What follows belongs to an exercise in optimizing a design on an open flow for small area; a production flow would make more cautious choices.
In this exercise RTL edits were held to simulation tests only and were not proved equivalent to the original.
No activity file was given, so power comes from the tool's default toggle rates.

lane 1:
==> flow/design.v (excerpt) <==
module dp_engine (
    input  wire        clk,
    input  wire        rst,         
    input  wire        wr_en,
    input  wire [7:0]  wr_addr,
    input  wire [31:0] wr_data,
    input  wire [7:0]  rd_addr,
    output reg  [31:0] rd_data,
    output wire        busy,
    input  wire [7:0]  line_in,
    output reg  [7:0]  line_oe,
    output reg  [7:0]  line_out,
    output reg  [7:0]  line_pu,
    output reg  [7:0]  line_pd
);
    localparam [3:0] E_NONE    = 4'd0;
    localparam [3:0] E_ILLEGAL = 4'd1;
    localparam [3:0] E_UNBOUND = 4'd2;
    localparam [3:0] E_RANGE   = 4'd3;
    localparam [3:0] E_BIND    = 4'd4;
    localparam [3:0] E_SWD_ACK = 4'd5;
    localparam [7:0] OP_NOP     = 8'h00;
    localparam [7:0] OP_LREL    = 8'h01;
    localparam [7:0] OP_JBIND   = 8'h02;
    localparam [7:0] OP_SBIND   = 8'h03;
    localparam [7:0] OP_JCLK    = 8'h10;
    localparam [7:0] OP_JTDI    = 8'h11;
    localparam [7:0] OP_JTMS    = 8'h12;
    localparam [7:0] OP_JRDB    = 8'h13;
    localparam [7:0] OP_JIDLE   = 8'h14;
    localparam [7:0] OP_JSDR    = 8'h15;
    localparam [7:0] OP_JSIR    = 8'h16;
    localparam [7:0] OP_JSHIFT  = 8'h17;
    localparam [7:0] OP_JSEND   = 8'h18;
    localparam [7:0] OP_JTRST   = 8'h19;
    localparam [7:0] OP_JDETECT = 8'h20;
    localparam [7:0] OP_JIDS    = 8'h21;
    localparam [7:0] OP_JBYPASS = 8'h22;
    localparam [7:0] OP_JIDCHK  = 8'h23;
    localparam [7:0] OP_SLRST   = 8'h30;
    localparam [7:0] OP_SWAKE   = 8'h31;
    localparam [7:0] OP_SJ2S    = 8'h32;
    localparam [7:0] OP_SS2J    = 8'h33;
    localparam [7:0] OP_SIDCODE = 8'h34;
    localparam [7:0] OP_SPROBE  = 8'h35;
    localparam [127:0] C_ALERT = 128'h19BC0EA2_E3DDAFE9_86852D95_6209F392;
    localparam [7:0]   C_ACT   = 8'h1A;
    localparam [15:0]  C_J2S   = 16'hE79E;
    localparam [15:0]  C_S2J   = 16'hE73C;
    localparam [7:0]   C_HDR   = 8'hA5;
    localparam [2:0] CAP_NONE = 3'd0;
  ...
For scale: roughly 1300 flip-flops, roughly 45000 um^2 of cells after synthesis.
clock: 10.0 ns
lec_check: 0
cap_margin: 20
core_margin: 2
core_utilization: 40
cts_cluster_diameter: 80
cts_cluster_size: 25
slew_margin: 20
standard.sh (not shown) runs the stock make flow with config.mk's settings and CLKGATE_MAP_FILE= SYNTH_SCRIPT=/design/flow/synth_recipe.tcl, a recipe that flattens the netlist after the stock synthesis.
==> flow/flow/run.sh <==
#!/bin/bash
# The standard layout, with the port buffers made of the smallest buffer cell
# and a clock tree built without dummy balancing loads.
set -euo pipefail
export BUFFER_PORTS_ARGS="-buffer_cell sky130_fd_sc_hd__buf_1"
export CTS_ARGS="-sink_clustering_enable -repair_clock_nets -sink_clustering_size 25 -sink_clustering_max_diameter 80 -dont_use_dummy_load"
bash standard.sh > standard.log 2>&1
Lane 1 reached the final stage; the timing, design-rule and antenna checks on its layout passed.
Inputs modified between lane 1 and lane 2:
==> flow/flow/run.sh <==
#!/bin/bash
# The standard layout, with the port buffers made of the smallest buffer cell
# and a clock tree built without dummy balancing loads.
set -euo pipefail
export BUFFER_PORTS_ARGS="-buffer_cell sky130_fd_sc_hd__buf_1"
export CTS_ARGS="-sink_clustering_enable -repair_clock_nets -sink_clustering_size 28 -sink_clustering_max_diameter 90 -dont_use_dummy_load"
bash standard.sh > standard.log 2>&1
- Lane 2 completed every stage of the flow, and the final layout passed the timing, design-rule and antenna checks.
- Between lane 1 and lane 2, part of the cycle the worst path needs decreased.
- Lane 2 reports a lower clock period minus worst slack than lane 1 does.
- NOTE: post-route worst hold slack in lane 2 exceeds that of lane 1
- Lane 1 and lane 2 ended up with roughly the same aggregate routed wire length.
- Against lane 1, lane 2 reports a total leakage power that is lower.
- Re depth of the critical timing path with buffers and inverters included: lane 1 was lower than lane 2.

re-timing with driven ports:
No port has a modelled driver above. Below, the same layouts with a new extraction and two added sets of constraints. Step 1 sets driving cells, clkbuf_16 on the clock port and buf_2 on the other inputs (assumed; they add their load-dependent delay and slew). Step 2 moves the port delays by t, midway between the first and last clock arrival at a register: inputs arrive t later, outputs are due t later. That takes back most of the time a late clock gives input paths. Three values: ideal ports, drivers, drivers and shift; two values: the first two.
| run | t (ns) | setup WS [ns] | worst hold slack (ns) | worst setup path at the end | worst register clock-pin slew, ns |
|---|---|---|---|---|---|
| lane 1 | 0.702 | 0.686 / 0.634 / 0.634 | 0.286 / 0.286 / 0.286 | input to output | 0.11 / 0.11 |
| lane 2 | 0.731 | 0.715 / 0.671 / 0.671 | 0.305 / 0.305 / 0.305 | input to output | 0.12 / 0.12 |
After both steps every run listed still meets setup and hold. For lane 1, which loses most, drivers alone change the setup slack by -0.052 ns; drivers and shift together by -0.052 ns.
